This design comes from an exercise in tuning for small area, a short achievable clock period and few clock cycles on the open sky130 flow, not from production work.
RTL that was checked went through simulation tests only; none was proved equivalent to the original.
The RTL of runs 2 and 3 was laid out without a check of its function.
Power is estimated from default activity; no workload was simulated.

==> flow/config.mk <==
export PLATFORM = sky130hd
export DESIGN_NAME = ledgrid_sync
export DESIGN_NICKNAME = ledgrid_sync
export VERILOG_FILES = /design/flow/design.v
export SDC_FILE = /design/flow/constraint.sdc
export NUM_CORES = 4
export LEC_CHECK = 0
export CAP_MARGIN = 20
export CORE_MARGIN = 2
export CORE_UTILIZATION = 60
export SETUP_SLACK_MARGIN = 5
export SLEW_MARGIN = 20
export SYNTH_HIERARCHICAL = 1
export SYNTH_MINIMUM_KEEP_SIZE = 0
==> flow/constraint.sdc <==
create_clock -name core_clock -period 12.0 [get_ports {clk}]
set_input_delay 2.4000 -clock core_clock [delete_from_list [all_inputs] [get_ports {clk}]]
set_output_delay 2.4000 -clock core_clock [all_outputs]
set_load 0.01 [all_outputs]
==> flow/design.v <==
module ledgrid_sync (
    input  wire        clk,
    input  wire        rst,
    input  wire        sel_n,
    input  wire        rx_valid,
    input  wire [7:0]  rx_data,
    output wire        render_req,
    output wire [7:0]  render_bright,
    input  wire [4:0]  pix_addr,
    output wire [23:0] pix_data,
    input  wire        render_done,
    input  wire [31:0] render_dur,
    output wire        busy,
    output reg         status,
    output reg         debug,
    output reg  [31:0] txn_count,
    output reg  [31:0] frame_count,
    output reg  [31:0] malformed_count,
    output reg  [31:0] zpay_count,
    output reg  [31:0] last_render_dur
);
    localparam MAX_STRIPS = 4;
    localparam MAX_LEDS   = 6;
    localparam NSLOTS     = MAX_STRIPS * MAX_LEDS;
    localparam RX_MAX     = 80;
    localparam [7:0] OP_SET_PIXEL  = 8'h01;
    localparam [7:0] OP_SET_BRIGHT = 8'h02;
    localparam [7:0] OP_RENDER     = 8'h03;
    localparam [7:0] OP_CLEAR      = 8'h04;
    localparam [7:0] OP_SET_RANGE  = 8'h05;
    localparam [7:0] OP_SET_ALL    = 8'h06;
    localparam [7:0] OP_RECONFIG   = 8'h07;
    localparam [7:0] OP_KEEPALIVE  = 8'hFF;
    reg        sel_q;
    reg        armed;         
    reg  [6:0] nb;            
    reg        rend;          
    assign busy       = rend;
    assign render_req = rend;
    wire sel_assert   = sel_q && !sel_n;
    wire sel_deassert = !sel_q && sel_n;
    wire take         = armed && !sel_n && rx_valid && (nb != RX_MAX);
    wire publish      = sel_deassert && armed && (nb != 7'd0);
    wire b0 = (nb == 7'd0);
    wire b1 = (nb == 7'd1);
    wire b2 = (nb == 7'd2);
    wire b3 = (nb == 7'd3);
    wire b4 = (nb == 7'd4);
    reg [2:0]  cfg_strips;    
    reg [2:0]  cfg_len;       
    reg [7:0]  bright;
    reg [23:0] fb  [0:NSLOTS-1];    
    reg [23:0] stg [0:NSLOTS-1];    
    reg [NSLOTS-1:0] blank;         
    reg [NSLOTS-1:0] pend;          
    wire [4:0] total = cfg_strips * cfg_len;
    reg o_pix, o_bri, o_ren, o_clr, o_rng, o_all, o_cfg, o_ka;
    reg        por;           
    reg        ok;            
    reg        oob;           
    reg  [2:0] w_strip;       
    reg  [2:0] w_off;         
    reg  [1:0] w_comp;        
    reg  [4:0] w_left;        
    reg  [2:0] n_strips;      
    reg  [2:0] n_len;
    reg        n_dbg;
    wire [4:0] len1  = {2'd0, cfg_len};
    wire [4:0] len2  = {1'b0, cfg_len, 1'b0};
    wire [4:0] len3  = len1 + len2;
    wire [4:0] xi    = rx_data[4:0];
    wire       xi_g1 = (xi >= len1);
    wire       xi_g2 = (xi >= len2);
    wire       xi_g3 = (xi >= len3);
    wire [4:0] xi_s1 = xi - len1;
    wire [4:0] xi_s2 = xi - len2;
    wire [4:0] xi_s3 = xi - len3;
    wire [2:0] xi_strip = xi_g3 ? 3'd3 : xi_g2 ? 3'd2 : xi_g1 ? 3'd1 : 3'd0;
    wire [2:0] xi_off   = xi_g3 ? xi_s3[2:0] : xi_g2 ? xi_s2[2:0] :
                          xi_g1 ? xi_s1[2:0] : xi[2:0];
    wire       xi_oob   = (rx_data[7:5] != 3'd0) || (xi >= total);
    wire data_ph = (o_pix && nb >= 7'd3) || (o_rng && nb >= 7'd4) || (o_all && !b0);
    wire in_grid = (w_strip < cfg_strips);
    wire step    = take && data_ph && (w_left != 5'd0);
    wire wr      = step && !oob && in_grid;
    wire [NSLOTS-1:0]    pix_hit [0:2];
    wire [23:0]          pix_sel;
    wire [NSLOTS*24-1:0] fb_flat;
    genvar gq;
    generate
        for (gq = 0; gq < NSLOTS; gq = gq + 1) begin : g_fb
            assign fb_flat[gq*24 +: 24] = fb[gq];
        end
        for (gq = 0; gq < 3; gq = gq + 1) begin : g_dec
            ledgrid_sync_pixdec u_pixdec (
                .pix_addr (pix_addr),
                .blank    (blank),
                .hit      (pix_hit[gq])
            );
        end
    endgenerate
    ledgrid_sync_pixsel u_pixsel (
        .hit_b0   (pix_hit[0]),
        .hit_b1   (pix_hit[1]),
        .hit_b2   (pix_hit[2]),
        .fb_flat  (fb_flat),
        .pix_data (pix_sel)
    );
    assign render_bright = bright;
    assign pix_data      = pix_sel;
    wire malformed = (o_pix || o_bri || o_rng || o_all || o_cfg) && !ok;
    integer p;
    always @(posedge clk) begin
        for (p = 0; p < NSLOTS; p = p + 1) begin
            if (wr && w_strip == p / MAX_LEDS && w_off == p % MAX_LEDS) begin
                if (w_comp == 2'd0) stg[p][23:16] <= rx_data;
                if (w_comp == 2'd1) stg[p][15:8]  <= rx_data;
                if (w_comp == 2'd2) stg[p][7:0]   <= rx_data;
            end
        end
        if (!rst && publish && ok) begin
            for (p = 0; p < NSLOTS; p = p + 1)
                if (pend[p])
                    fb[p] <= stg[p];
        end
    end
    always @(posedge clk) begin
        if (rst) begin
            sel_q           <= 1'b1;
            armed           <= 1'b0;
            nb              <= 7'd0;
            rend            <= 1'b0;
            cfg_strips      <= MAX_STRIPS;
            cfg_len         <= MAX_LEDS;
            bright          <= 8'hFF;
            status          <= 1'b0;
            debug           <= 1'b0;
            txn_count       <= 32'd0;
            frame_count     <= 32'd0;
            malformed_count <= 32'd0;
            zpay_count      <= 32'd0;
            last_render_dur <= 32'd0;
            blank           <= {NSLOTS{1'b1}};
            pend            <= {NSLOTS{1'b0}};
            o_pix <= 1'b0; o_bri <= 1'b0; o_ren <= 1'b0; o_clr <= 1'b0;
            o_rng <= 1'b0; o_all <= 1'b0; o_cfg <= 1'b0; o_ka  <= 1'b0;
            por      <= 1'b0;
            ok       <= 1'b0;
            oob      <= 1'b0;
            w_strip  <= 3'd0;
            w_off    <= 3'd0;
            w_comp   <= 2'd0;
            w_left   <= 5'd0;
            n_strips <= 3'd0;
            n_len    <= 3'd0;
            n_dbg    <= 1'b0;
        end else begin
            sel_q <= sel_n;
            if (sel_assert) begin
                if (!rend) begin
                    armed <= 1'b1;
                    nb    <= 7'd0;
                end
            end else if (sel_deassert) begin
                armed <= 1'b0;
            end
            if (rend && render_done) begin
                rend            <= 1'b0;
                frame_count     <= frame_count + 32'd1;
                last_render_dur <= render_dur;
            end
            if (take) begin
                nb <= nb + 7'd1;
                if (!b0)
                    por <= por | (rx_data != 8'd0);
                if (b0) begin
                    o_pix <= (rx_data == OP_SET_PIXEL);
                    o_bri <= (rx_data == OP_SET_BRIGHT);
                    o_ren <= (rx_data == OP_RENDER);
                    o_clr <= (rx_data == OP_CLEAR);
                    o_rng <= (rx_data == OP_SET_RANGE);
                    o_all <= (rx_data == OP_SET_ALL);
                    o_cfg <= (rx_data == OP_RECONFIG);
                    o_ka  <= (rx_data == OP_KEEPALIVE);
                    por     <= 1'b0;
                    ok      <= 1'b0;
                    oob     <= 1'b0;
                    w_strip <= 3'd0;
                    w_off   <= 3'd0;
                    w_comp  <= 2'd0;
                    w_left  <= total;
                end
                if (b1) begin
                    if (o_pix || o_rng)
                        oob <= (rx_data != 8'd0);
                    if (o_bri) begin
                        bright <= rx_data;
                        ok     <= 1'b1;
                    end
                    if (o_cfg) begin
                        n_strips <= rx_data[2:0];
                        oob      <= (rx_data == 8'd0) || (rx_data > MAX_STRIPS);
                    end
                end
                if (b2) begin
                    if (o_pix || o_rng) begin
                        oob     <= oob || xi_oob;
                        w_strip <= xi_strip;
                        w_off   <= xi_off;
                        w_comp  <= 2'd0;
                        w_left  <= 5'd1;
                    end
                    if (o_cfg && rx_data != 8'd0)
                        oob <= 1'b1;
                end
                if (b3) begin
                    if (o_rng) begin
                        w_left <= (rx_data[7:5] != 3'd0) ? 5'd31 : rx_data[4:0];
                        if (rx_data == 8'd0)
                            ok <= 1'b1;
                    end
                    if (o_cfg) begin
                        n_len <= rx_data[2:0];
                        ok    <= !oob && (rx_data != 8'd0) && (rx_data <= MAX_LEDS);
                    end
                end
                if (b4 && o_cfg)
                    n_dbg <= (rx_data != 8'd0);
                if (step) begin
                    if (w_comp == 2'd2) begin
                        w_comp <= 2'd0;
                        w_left <= w_left - 5'd1;
                        if (w_left == 5'd1)
                            ok <= 1'b1;
                        if (in_grid) begin
                            if (w_off == cfg_len - 3'd1) begin
                                w_off   <= 3'd0;
                                w_strip <= w_strip + 3'd1;
                            end else begin
                                w_off   <= w_off + 3'd1;
                            end
                        end
                    end else begin
                        w_comp <= w_comp + 2'd1;
                    end
                end
            end
            if (wr) begin
                for (p = 0; p < NSLOTS; p = p + 1)
                    if (w_strip == p / MAX_LEDS && w_off == p % MAX_LEDS)
                        pend[p] <= 1'b1;
            end
            if (sel_deassert)
                pend <= {NSLOTS{1'b0}};
            if (publish) begin
                txn_count <= txn_count + 32'd1;
                if (nb != 7'd1 && !por)
                    zpay_count <= zpay_count + 32'd1;
                if (malformed)
                    malformed_count <= malformed_count + 32'd1;
                if (o_ka)
                    status <= ~status;
                if (ok)
                    blank <= blank & ~pend;
                if (ok && o_all)
                    rend  <= 1'b1;
                if (o_ren)
                    rend <= 1'b1;
                if (o_clr) begin
                    blank <= {NSLOTS{1'b1}};
                    rend  <= 1'b1;
                end
                if (ok && o_cfg) begin
                    cfg_strips <= n_strips;
                    cfg_len    <= n_len;
                    if (nb >= 7'd5)
                        debug <= n_dbg;
                    for (p = 0; p < NSLOTS; p = p + 1)
                        if (!((p / MAX_LEDS) < n_strips && (p % MAX_LEDS) < n_len))
                            blank[p] <= 1'b1;
                    rend <= 1'b1;
                end
            end
        end
    end
endmodule
module ledgrid_sync_pixdec (
    input  wire [4:0]  pix_addr,
    input  wire [23:0] blank,
    output wire [23:0] hit
);
    wire [3:0] lo_n;
    wire [5:0] hi_n;
    ledgrid_sync_pixpre u_pre (
        .pix_addr (pix_addr),
        .lo_n     (lo_n),
        .hi_n     (hi_n)
    );
    genvar q;
    generate
        for (q = 0; q < 24; q = q + 1) begin : g_hit
            assign hit[q] = ~(lo_n[q % 4] | hi_n[q / 4] | blank[q]);
        end
    endgenerate
endmodule
module ledgrid_sync_pixpre (
    input  wire [4:0] pix_addr,
    output wire [3:0] lo_n,
    output wire [5:0] hi_n
);
    wire [4:0] pa_n;
    ledgrid_sync_pixinv u_inv (
        .a   (pix_addr),
        .a_n (pa_n)
    );
    genvar k;
    generate
        for (k = 0; k < 4; k = k + 1) begin : g_lo
            assign lo_n[k] = ~((k & 1 ? pix_addr[0] : pa_n[0]) &
                               (k & 2 ? pix_addr[1] : pa_n[1]));
        end
        for (k = 0; k < 6; k = k + 1) begin : g_hi
            assign hi_n[k] = ~((k & 1 ? pix_addr[2] : pa_n[2]) &
                               (k & 2 ? pix_addr[3] : pa_n[3]) &
                               (k & 4 ? pix_addr[4] : pa_n[4]));
        end
    endgenerate
endmodule
module ledgrid_sync_pixinv (
    input  wire [4:0] a,
    output wire [4:0] a_n
);
    assign a_n = ~a;
endmodule
module ledgrid_sync_pixsel (
    input  wire [23:0]  hit_b0,
    input  wire [23:0]  hit_b1,
    input  wire [23:0]  hit_b2,
    input  wire [575:0] fb_flat,
    output wire [23:0]  pix_data
);
    wire [23:0] hit [0:2];
    assign hit[0] = hit_b0;
    assign hit[1] = hit_b1;
    assign hit[2] = hit_b2;
    wire [7:0] part_n [0:2][0:2];
    genvar g, k, q;
    generate
        for (k = 0; k < 3; k = k + 1) begin : g_byte
            for (g = 0; g < 3; g = g + 1) begin : g_grp
                wire [63:0] fb8;
                for (q = 0; q < 8; q = q + 1) begin : g_slot
                    assign fb8[q*8 +: 8] = fb_flat[(g*8+q)*24 + k*8 +: 8];
                end
                ledgrid_sync_pixgrp u_grp (
                    .hit    (hit[k][g*8 +: 8]),
                    .fb8    (fb8),
                    .part_n (part_n[k][g])
                );
            end
            assign pix_data[k*8 +: 8] = ~(part_n[k][0] & part_n[k][1] & part_n[k][2]);
        end
    endgenerate
endmodule
module ledgrid_sync_pixgrp (
    input  wire [7:0]  hit,
    input  wire [63:0] fb8,
    output reg  [7:0]  part_n
);
    integer q;
    reg [7:0] acc;
    always @(*) begin
        acc = 8'd0;
        for (q = 0; q < 8; q = q + 1)
            acc = acc | ({8{hit[q]}} & fb8[q*8 +: 8]);
        part_n = ~acc;
    end
endmodule
==> flow/flow/run.sh <==
#!/bin/bash
# Own layout flow: the standard ORFS flow (standard.sh), with two changes to
# how the layout is made:
#  - the port buffers are plain sky130_fd_sc_hd__buf_1 cells (the resizer still
#    upsizes them where timing needs it) instead of the delay-cell buffers
#    buffer_ports picks by default;
#  - clock tree synthesis clusters up to 25 sinks per leaf buffer and inserts no
#    dummy loads.
# make's full output goes to flow_make.log in the work folder; ORFS keeps each
# step's own log under orfs/logs.
set -euo pipefail
bash standard.sh \
  "BUFFER_PORTS_ARGS=-buffer_cell sky130_fd_sc_hd__buf_1" \
  "CTS_ARGS=-sink_clustering_enable -repair_clock_nets -sink_clustering_size 25 -sink_clustering_max_diameter 100 -dont_use_dummy_load" \
  "SETUP_SLACK_MARGIN=5.8" \
  finish > flow_make.log 2>&1
==> flow/standard.sh <==
#!/bin/bash
# synth_recipe.tcl (not shown) runs the flow's synth.tcl, then flattens the netlist and writes it again
# the make line also repeats each setting of config.mk as NAME=value (left out here)
make -C /OpenROAD-flow-scripts/flow DESIGN_CONFIG=/design/flow/config.mk WORK_HOME=/design/flow/orfs CLKGATE_MAP_FILE= SYNTH_SCRIPT=/design/flow/synth_recipe.tcl "${@:-finish}"
==> results of run 1 <==
timing repair:
item                                    CTS  global route
gates cloned                              0             0
pin swaps                                74           101
resized for setup                       341           191
endpoints found under the setup margin   24            24
setup buffers                            60            21
worst paths after layout:
check                            startpoint           to  cells after the start
worst min register to register   stg[21][7]    fb[21][7]                      0
worst min-delay path             stg[21][7]    fb[21][7]                      0
worst max register to register        nb[0]  stg[23][22]                      8
worst max-delay path            pix_addr[2]  pix_data[2]                     11
placed cells by master (no fill, tap or decap), drive strengths merged, types with 64 or more instances in the layout:
master | Yosys | routed
and4 | 86 | 86
buf | 81 | 371
nand3 | 107 | 107
nand2 | 241 | 241
inv | 74 | 64
nor3 | 115 | 115
clkbuf | 68 | 74
a21oi | 130 | 130
nor2 | 282 | 282
dfxtp | 265 | 265
a22oi | 291 | 291
edfxtp | 1152 | 1152
flip-flops by register name, summed over array words and instances (netlist names), 2 cells and up:
signal,cells
blank,24
stg,576
pend,24
frame_count,32
txn_count,32
zpay_count,32
w_left,5
n_len,3
n_strips,3
w_comp,2
cfg_strips,3
w_off,3
cfg_len,3
bright,8
malformed_count,32
w_strip,3
nb,7
fb,576
last_render_dur,32
per-module statistics from Yosys, one instance, submodules excluded:
module	cell area, µm²	times used	flops+latches
ledgrid_sync_pixgrp	388	9	0
ledgrid_sync_pixdec	120	3	0
ledgrid_sync_pixsel	120	1	0
ledgrid_sync_pixinv	18.8	3	0
ledgrid_sync	47500	1	1417
ledgrid_sync_pixpre	45.0	3	0
area by class of cell:
| class | count | area share |
|---|---|---|
| well taps | 1144 | 0.0243 |
| clock buffers | 66 | 0.0281 |
| multi-input cells | 1730 | 0.217 |
| flip-flops and latches | 1417 | 0.678 |
| inverters | 74 | 0.00540 |
| repair buffers | 379 | 0.0479 |
per-stage QoR:
stage | setup WS, ns | std cells | hold slack (ns) | instance area (µm²)
2_1_floorplan | 6.24 | 3370 | 0.400 | 51700
3_3_place_gp | 4.39 | 4662 | 0.400 | 53600
3_5_place_dp | 4.46 | 4662 | 0.405 | 53700
4_1_cts | 5.49 | 4788 | 0.387 | 57800
5_1_grt | 5.47 | 4810 | 0.397 | 58900
6_report | 5.49 | 4810 | 0.384 | 58900
layer usage:
layer / part of all wire / GRT usage / up-vias
li1: - / - / 13300
met1: 0.39 / 0.444 / 15400
met2: 0.47 / 0.513 / 1718
met3: 0.092 / 0.0555 / 330
met4: 0.040 / 0.115 / 2
met5: 0.000091 / 0 / -
report_power, final:
group	total, mW	internal (mW)	switching, mW
clock	2.41	0.990	1.42
combinational	0.170	0.0359	0.134
sequential	5.27	5.26	0.00194
cell families (layout without fill, tap and decap cells):
kind of cell	after synthesis	after routing
flops	1417	1417
fa+ha+maj	50	50
simple gates	1011	1011
buf+inv	223	519
compound gates	537	537
mux	9	9
xor+xnor	123	123
==> flow_summary.toml, run 1 <==
[clocking]
cts_tree = "yes"
ctsHoldBuffers = 0
cts_buffers = 66
cts_sinks = 1417
clk_pin_slew_ns = 0.10
clk_latency_ns = 0.67
cts_max_level = 3
cts-root-buf = "clkbuf_16"
cts_buffer_depth = 3

[logic_synthesis]
ys_seq_area_frac = 0.772
synth.area.mux_share = 0.00174
synth_warnings = 13
synth_compound_area_frac = 0.0722
ys_top_cells_by_area = "edfxtp_1 (67%), dfxtp_1 (10%), a22oi_1 (4.0%), nor2_1 (2.0%), nand2_1 (1.7%)"
synth-simple-area-share = 0.0972
synth_xor_area_frac = 0.0208
synth_top_area_share = 0.669
yosysUniqueCellTypes = 73
synth_area_mm2 = 0.0517
synthArstFlopShare = 0
synth_edf_count = 1152
syn_area_per_cell_um2 = 15.3
synth_seq_cells = 1417
syn_nets = 3470
yosysTopAreaCell = "edfxtp_1"
syn_inst = 3370
yosysMostFrequentCell = "edfxtp_1"
synth_top_family_by_area = "simple AND/OR/NAND/NOR gates"
synthFlopType = "edfxtp_1"
synth_fa_ha_area_frac = 0.0130
netlist_top_cells_count = "edfxtp_1 (1,152), nor2_1 (282), a22oi_1 (273), dfxtp_1 (265), nand2_1 (241)"

[timing]
rsz0062_at_grt = "yes"
tightestPinTransition_ns = 1.16
setup_viol = 0
skew_ns = 0.0660
hold_violations = 0
slew_violations = 0
max_slew_margin = 0.218
post-route-min-period_ns = 6.51
finalSetupTns_ns = 0
period_share = 0.542
fmax_mhz = 154

[critical_path]
crit_slowest_cell = "and4_1"
path_buf_inv = 6
cp_top_family = "buffers and inverters"
arrival_ns = 4.11
critPathLaunchType = "primary input"
critPathMaxFanout = 7
critPathKind = "in -> out"
required_ns = 9.60
r2r_slack_ns = 7.32
slowest_delay_ns = 0.28
path_cells = "buf_8, buf_12, clkinvlp_4, buf_4, nand3_4, nor3_4, buf_12, a22oi_2, and4_1, nand3_4, buf_6"
worstSetupEndpointType = "primary output"

[detailed_routing]
vias_per_cell = 6.38
first_iter_violations = 3788
drc = 0
first_pass_iters = 8
vias = 30700
wl_per_cell_um = 29.6
drt_wl_total_um = 143000
ant_nets = 0

[floorplan]
std_cell_rows = 107
design.portCount = 246
die_w_um = 298
core_area_mm2 = 0.0853
fp.dieArea_mm2 = 0.0885
start_util = 0.606
fp.dieH_um = 298

[global_routing]
grt_usage = 0.319
grt_pass1_vias = 29500
antenna_found_initial = 4
grt_start_max_net_pins = 96
gr-total-overflow = 0
grt_pass1_wl_um = 205000

[finish]
layout.area.seq_mm2 = 0.0399
multi_input_area_mm2 = 0.0128
drive_gt1_frac = 0.164
diodes = 0
syn_to_final_growth_pct = 13.9
post-route-util = 0.690
layout.nets = 3768
fillers = 5658

[placed_design]
place_congestion = 1.01
port-buffer-count = 245
dp_hpwl_um = 92600

[power_and_ir_drop]
powerDensity_mw_per_mm2 = 133
p_total_mw = 7.84
p_leak_nw = 18.8
vdd.ir_drop.worst_mv = 0.128

[flow_run]
cap_violations = 0

[hold_path]
hp-class = "reg -> reg"

[outcome]
status = "finished clean"
Testbench counts, summed over its fixed seeds: cycles 21,798.
==> run 2: changes to the inputs <==
--- a/flow/design.v
+++ b/flow/design.v
@@ -85,2 +85,4 @@
     wire wr      = step && !oob && in_grid;
+    wire [3:0]           pix_lo_n;
+    wire [5:0]           pix_hi_n;
     wire [NSLOTS-1:0]    pix_hit [0:2];
@@ -89,2 +91,7 @@
     genvar gq;
+    ledgrid_sync_pixpre u_pixpre (
+        .pix_addr (pix_addr),
+        .lo_n     (pix_lo_n),
+        .hi_n     (pix_hi_n)
+    );
     generate
@@ -93,7 +100,8 @@
         end
-        for (gq = 0; gq < 3; gq = gq + 1) begin : g_dec
-            ledgrid_sync_pixdec u_pixdec (
-                .pix_addr (pix_addr),
-                .blank    (blank),
-                .hit      (pix_hit[gq])
+        for (gq = 0; gq < 3; gq = gq + 1) begin : g_hit
+            ledgrid_sync_pixhit u_pixhit (
+                .lo_n  (pix_lo_n),
+                .hi_n  (pix_hi_n),
+                .blank (blank),
+                .hit   (pix_hit[gq])
             );
@@ -286,4 +294,5 @@
 endmodule
-module ledgrid_sync_pixdec (
-    input  wire [4:0]  pix_addr,
+module ledgrid_sync_pixhit (
+    input  wire [3:0]  lo_n,
+    input  wire [5:0]  hi_n,
     input  wire [23:0] blank,
@@ -291,9 +300,2 @@
 );
-    wire [3:0] lo_n;
-    wire [5:0] hi_n;
-    ledgrid_sync_pixpre u_pre (
-        .pix_addr (pix_addr),
-        .lo_n     (lo_n),
-        .hi_n     (hi_n)
-    );
     genvar q;
==> run 2 against run 1 <==
Still clean; fmax increased by 0.58%; critical path depth increased by 1; utilization increased by 0.66 points; design area increased by 0.80%; largest power group unchanged; combinational power increased by 6%; sequential share of layout area decreased by 0.54 points; register-to-register slack improved by 0.24 ns; global-route usage increased by 0.72 points.
==> flow_summary.toml, run 2 <==
[outcome]
status = "finished clean"

[finish]
mostFrequentLayoutCells = "edfxtp_1 (1,152), nor2_1 (282), dfxtp_1 (265)"
layout.nets = 3793
multi_input_area_mm2 = 0.0126
layout.area.seq_mm2 = 0.0399
layout_commonest_cell = "edfxtp_1"
layoutNonFillerInstCount = 4835
diodes = 0
reg_top3 = "fb (576), stg (576)"
syn_to_final_growth_pct = 15.1
fillers = 5590
drive_gt1_frac = 0.180
stdcell_area_mm2 = 0.0593

[global_routing]
gr-total-overflow = 0
grt_usage = 0.326
grt_pass1_vias = 30000
grt_pass1_wl_um = 207000
antenna_found_initial = 1
grt_start_max_net_pins = 84

[logic_synthesis]
synth_seq_cells = 1417
synthFlopType = "edfxtp_1"
synth_top_area_share = 0.671
netlist_top_cells_count = "edfxtp_1 (1,152), nor2_1 (282), a22oi_1 (273), dfxtp_1 (265), nand2_1 (233)"
syn_nets = 3440
syn_inst = 3340
synth_edf_count = 1152
yosysTopAreaCell = "edfxtp_1"
ys_top_cells_by_area = "edfxtp_1 (67%), dfxtp_1 (10%), a22oi_1 (4.0%), nor2_1 (2.1%), nand2_1 (1.7%)"
syn_area_per_cell_um2 = 15.4
synthArstFlopShare = 0
yosysMostFrequentCell = "edfxtp_1"
synth_area_mm2 = 0.0516
ys_seq_area_frac = 0.774
synth_warnings = 13
yosysUniqueCellTypes = 73

[power_and_ir_drop]
p_leak_nw = 19.1
vdd.ir_drop.worst_mv = 0.141
powerDensity_mw_per_mm2 = 132

[clocking]
cts_buffer_depth = 3
cts_buffers = 66
cts-root-buf = "clkbuf_16"
cts_max_level = 3
clk_latency_ns = 0.65
clk_pin_slew_ns = 0.09
ctsHoldBuffers = 0
cts_tree = "yes"
cts_sinks = 1417

[critical_path]
critPathMaxFanout = 8
critPathKind = "in -> out"
worstSetupEndpointType = "primary output"
crit_slowest_cell = "and4_4"
critPathLaunchType = "primary input"
path_buf_inv = 7
slowest_delay_ns = 0.31
crit_path_frequent_cell = "buf_12"
cp_top_family = "buffers and inverters"
required_ns = 9.60
path_cells = "buf_12, inv_8, nand2_4, buf_12, buf_16, nor3_4, buf_12, buf_4, a22oi_2, and4_4, nand3_2, buf_6"
arrival_ns = 4.07
r2r_slack_ns = 7.56

[detailed_routing]
wl_per_cell_um = 29.9
first_iter_violations = 4130
vias_per_cell = 6.40
drc = 0
vias = 30900
drt_wl_total_um = 145000
ant_nets = 0
first_pass_iters = 11

[placed_design]
place_congestion = 1.26
placement.cell_area_mm2 = 0.0536
dp.cells = 4642
dp_hpwl_um = 93700
port-buffer-count = 245

[timing]
period_share = 0.539
finalSetupTns_ns = 0
max_slew_margin = 0.308
slew_violations = 0
skew_ns = 0.0512
setup_viol = 0
fmax_mhz = 155
tightestPinTransition_ns = 1.04
rsz0062_at_grt = "yes"
hold_violations = 0
post-route-min-period_ns = 6.47
hold_ws_ns = 0.392

[floorplan]
fp.dieArea_mm2 = 0.0883
die_w_um = 297
fp.dieH_um = 297
std_cell_rows = 107
design.portCount = 246
start_util = 0.606
core_area_mm2 = 0.0851

[hold_path]
hp-class = "reg -> reg"

[flow_run]
cap_violations = 0
## run 2: worst paths after layout
kind / startpoint / end / cells past startpoint
hold reg to reg: stg[8][20] / fb[8][20] / 0
setup / recovery: pix_addr[1] / pix_data[14] / 12
hold / removal: stg[8][20] / fb[8][20] / 0
setup reg to reg: nb[0] / stg[0][11] / 8
## run 2: kinds of logic after synthesis
group / Yosys count / synth area share
XOR/XNOR: 123 / 0.0209
multiplexers: 9 / 0.00175
flip-flops: 1417 / 0.774
adder cells (fa/ha/maj): 50 / 0.0130
buffers and inverters: 213 / 0.0225
AND/OR/NAND/NOR: 991 / 0.0957
AO/OA/AOI/OAI: 537 / 0.0724
## run 2: cell type report
cell class,instances,area share
Inverter,64,0.00493
Timing Repair Buffer,434,0.0579
Multi-Input combinational cell,1710,0.213
Tap cell,1144,0.0241
Clock buffer,66,0.0278
Sequential cell,1417,0.672
## run 2: modules after synthesis (local to each module, per instance)
| module | copies in the design | cells | flops+latches |
|---|---|---|---|
| ledgrid_sync | 1 | 2797 | 1417 |
| ledgrid_sync_pixsel | 1 | 24 | 0 |
| ledgrid_sync_pixpre | 1 | 10 | 0 |
| ledgrid_sync_pixhit | 3 | 24 | 0 |
| ledgrid_sync_pixinv | 1 | 5 | 0 |
| ledgrid_sync_pixgrp | 9 | 48 | 0 |
## run 2: metal layers
metal	GRT usage	wire length (µm)
met1	0.429	54300
met2	0.534	70000
met3	0.0628	13100
met4	0.146	7200
met5	0	0
## run 2: through the flow
| step | power [mW] | util | worst slack, ns |
|---|---|---|---|
| after floorplan | 5.42 | - | 6.06 |
| after global placement | 5.50 | 0.629 | 4.42 |
| after detailed placement | 5.50 | 0.630 | 4.43 |
| after CTS | 7.85 | 0.691 | 5.61 |
| after global routing | 8.04 | 0.697 | 5.56 |
| final | 7.85 | 0.697 | 5.53 |
## run 2: report_power, final
part,switching [mW],internal [mW]
Sequential,0.00198,5.26
Combinational,0.133,0.0483
Clock,1.41,0.991
## run 2: repair_timing
action / CTS / global route
buffers inserted: 99 / 22
gates cloned: 4 / 1
resized for setup: 510 / 71
pin swaps: 134 / 69
hold endpoints to repair: 0 / 0
endpoints found under the setup margin: 24 / 24
==> run 3: changes to the inputs <==
--- a/flow/flow/run.sh
+++ b/flow/flow/run.sh
@@ -14,3 +14,3 @@
   "CTS_ARGS=-sink_clustering_enable -repair_clock_nets -sink_clustering_size 25 -sink_clustering_max_diameter 100 -dont_use_dummy_load" \
-  "SETUP_SLACK_MARGIN=5.8" \
+  "SETUP_SLACK_MARGIN=5.5" \
   finish > flow_make.log 2>&1
==> run 3 against run 2 <==
Sequential cell count stayed put; critical path depth is 1 lower; highest routed layer is now met5; synthesized cell count stayed put; worst setup slack worse by 0.067 ns; first-iteration DRC count is 3.1% lower; fmax is 1.0% lower; final cell count is 0.29% lower; sequential share of layout area is 1.2 points higher; synthesized area stayed put; utilization is 1.2 points lower; power is 0.40% lower.
==> flow_summary.toml, run 3 <==
[global_routing]
antenna_found_initial = 3
top_usage_layer = "met2"
use_met2 = 0.523
grt_start_max_net_pins = 84
grt_usage = 0.321
grt_pass1_vias = 29600
use_met1 = 0.430
gr-total-overflow = 0
grt_pass1_wl_um = 205000
grt_util_met3 = 0.0571

[logic_synthesis]
syn_nets = 3440
yosysTopAreaCell = "edfxtp_1"
synth-simple-area-share = 0.0957
synth_xor_area_frac = 0.0209
syn_inst = 3340
synth_top_family_by_area = "simple AND/OR/NAND/NOR gates"
synth_top_area_share = 0.671
synth_warnings = 13
synth_area_mm2 = 0.0516
yosysMostFrequentCell = "edfxtp_1"
netlist_top_cells_count = "edfxtp_1 (1,152), nor2_1 (282), a22oi_1 (273), dfxtp_1 (265), nand2_1 (233)"
synth.area.mux_share = 0.00175
ys_seq_area_frac = 0.774
synth_edf_count = 1152
syn_area_per_cell_um2 = 15.4
synth_fa_ha_area_frac = 0.0130
synth_seq_cells = 1417
yosysUniqueCellTypes = 73
ys_top_cells_by_area = "edfxtp_1 (67%), dfxtp_1 (10%), a22oi_1 (4.0%), nor2_1 (2.1%), nand2_1 (1.7%)"
synthArstFlopShare = 0
synthFlopType = "edfxtp_1"
synth_compound_area_frac = 0.0724

[timing]
slew_violations = 0
setup_viol = 0
hold_ws_ns = 0.400
finalSetupTns_ns = 0
hold_violations = 0
skew_ns = 0.0505
setup_ws_ns = 5.46
tightestPinTransition_ns = 1.02
fmax_mhz = 153
post-route-min-period_ns = 6.54
max_slew_margin = 0.318
period_share = 0.545
rsz0062_at_grt = "yes"

[critical_path]
crit_slowest_cell = "a22oi_1"
critPathKind = "in -> out"
critPathLaunchType = "primary input"
r2r_end = "stg[0][4]"
worstSetupEndpointType = "primary output"
cp_top_family = "buffers and inverters"
critPathMaxFanout = 8
r2r_slack_ns = 7.56
arrival_ns = 4.14
r2r_start = "nb[0]"
ff2ff_path_depth = 8
required_ns = 9.60
critical_path_depth = 11
path_buf_inv = 6
slowest_delay_ns = 0.25
crit_path_frequent_cell = "buf_4"
path_cells = "clkbuf_4, inv_2, nand2_4, clkbuf_16, buf_4, nor3_4, buf_4, a22oi_1, and4_1, nand3_2, clkbuf_2"

[hold_path]
hold_depth = 0
hold_path_startpoint = "stg[8][20]"
hp-class = "reg -> reg"
min_to = "fb[8][20]"

[clocking]
clk_pin_slew_ns = 0.09
cts_sinks = 1417
cts_tree = "yes"
cts_buffers = 66
cts_buffer_depth = 3
clk_latency_ns = 0.65
cts-root-buf = "clkbuf_16"
cts_max_level = 3

[detailed_routing]
vias_per_cell = 6.37
drt_wl_total_um = 143000
wl_per_cell_um = 29.6
ant_nets = 0
first_iter_violations = 4002
drc = 0
first_pass_iters = 8
vias = 30700

[finish]
reg_top3 = "fb (576), stg (576)"
mostFrequentLayoutCells = "edfxtp_1 (1,152), nor2_1 (282), dfxtp_1 (265)"
fillers = 5779
layout_commonest_cell = "edfxtp_1"
post-route-util = 0.685
syn_to_final_growth_pct = 13.1
layout.nets = 3778
multi_input_area_mm2 = 0.0121
stdcell_area_mm2 = 0.0583
layout.area.seq_mm2 = 0.0399
drive_gt1_frac = 0.157

[placed_design]
placement.cell_area_mm2 = 0.0536
preCtsSetupSlack_ns = 4.43
port-buffer-count = 245
place_congestion = 1.26
dp_hpwl_um = 93700

[floorplan]
fp.dieH_um = 297
start_util = 0.606
core_area_mm2 = 0.0851
design.portCount = 246
fp.dieArea_mm2 = 0.0883
die_w_um = 297
std_cell_rows = 107

[flow_run]
cap_violations = 0

[power_and_ir_drop]
p_leak_nw = 18.8
vdd.ir_drop.worst_mv = 0.134
powerDensity_mw_per_mm2 = 134

[outcome]
status = "finished clean"
## run 3: cell counts after synthesis
No cell type changed its count.
## run 3: per-layer routing
layer,wire [µm],share of wire
met1,53000,0.37
met2,68400,0.48
met3,13900,0.097
met4,7480,0.052
met5,11,0.000077
## run 3: how the worst max path moves through the flow
stage | from | endpoint | slack [ns]
2_1_floorplan | pix_addr[3] | pix_data[0] | 6.06
3_3_place_gp | pix_addr[2] | pix_data[10] | 4.42
3_5_place_dp | pix_addr[2] | pix_data[13] | 4.43
4_1_cts | pix_addr[3] | pix_data[2] | 5.46
5_1_grt | pix_addr[1] | pix_data[2] | 5.45
6_report | pix_addr[1] | pix_data[2] | 5.46
## run 3: modules after synthesis, one instance, submodules excluded
module | cell area (µm²) | flops+latches | cells inside
ledgrid_sync_pixgrp | 388 | 0 | 48
ledgrid_sync_pixpre | 45.0 | 0 | 10
ledgrid_sync_pixsel | 120 | 0 | 24
ledgrid_sync_pixhit | 120 | 0 | 24
ledgrid_sync_pixinv | 18.8 | 0 | 5
ledgrid_sync | 47500 | 1417 | 2797
## run 3: final cells by class
type                    instances  share of cell area
diodes                          1           0.0000429
flip-flops and latches       1417               0.684
well taps                    1144              0.0245
inverters                      64             0.00438
multi-input cells            1710               0.208
repair buffers                419              0.0510
clock buffers                  66              0.0283
## run 3: repair_timing
action / CTS / global route
endpoints found under the hold margin: 0 / 0
hold buffers: 0 / 0
gates cloned: 1 / 4
buffers inserted: 70 / 36
gates resized for setup: 307 / 95
setup endpoints to repair: 24 / 24
pin swaps: 65 / 39
## run 3: stage by stage
stage / power, mW / cells
3_3_place_gp: 5.50 / 4640
3_5_place_dp: 5.50 / 4642
6_report: 7.82 / 4821
4_1_cts: 7.83 / 4779
5_1_grt: 8.03 / 4821
2_1_floorplan: 5.42 / 3340
## run 3: cells by family (layout without fill, tap and decap cells)
kind of cell | Yosys count | count (layout)
muxes | 9 | 9
DFF | 1417 | 1417
and+or+nand+nor | 991 | 991
other | 0 | 1
AOI/OAI and AO/OA | 537 | 537
xor gates and xnor gates | 123 | 123
buffers and inverters | 213 | 549
adders and majority gates | 50 | 50
## run 3: where the power goes
| part | internal [mW] | total, mW | switching [mW] |
|---|---|---|---|
| registers | 5.26 | 5.27 | 0.00196 |
| logic | 0.0410 | 0.169 | 0.128 |
| clock network | 0.991 | 2.38 | 1.39 |

-- port drivers added, routing unchanged --
The results above use ideal ports. As a check the final layouts listed here were re-extracted and re-timed, cells and wires unchanged. Step 1 (the two cells are an assumption about what drives the block):
set clk [get_ports {clk}]
set_driving_cell -lib_cell sky130_fd_sc_hd__clkbuf_16 $clk
set_driving_cell -lib_cell sky130_fd_sc_hd__buf_2 [delete_from_list [all_inputs] $clk]
Step 2 adds t to the input delays and takes it off the output delays; t is the mean of the earliest and latest rising clock arrival at the registers after step 1. Input paths then give back, and output paths get back, about the clock's delay inside the block. Slacks: ideal ports / drivers / drivers and shift; pairs: ideal ports / drivers.
run	shift t [ns]	setup WS [ns]	latest minus earliest clock arrival (ns)	slew at the worst register clock pin (ns)	worst slew at a driven data input, ns
run 1	0.701	5.490 / 5.366 / 5.366	0.071 / 0.071	0.10 / 0.10	0.17
run 2	0.693	5.528 / 5.435 / 5.435	0.051 / 0.051	0.10 / 0.10	0.11
run 3	0.692	5.461 / 5.371 / 5.371	0.051 / 0.051	0.10 / 0.10	0.10
After both steps every run listed still meets setup and hold. The setup slack of run 1, which loses most, moves by -0.124 ns with the drivers and by -0.124 ns with both steps.
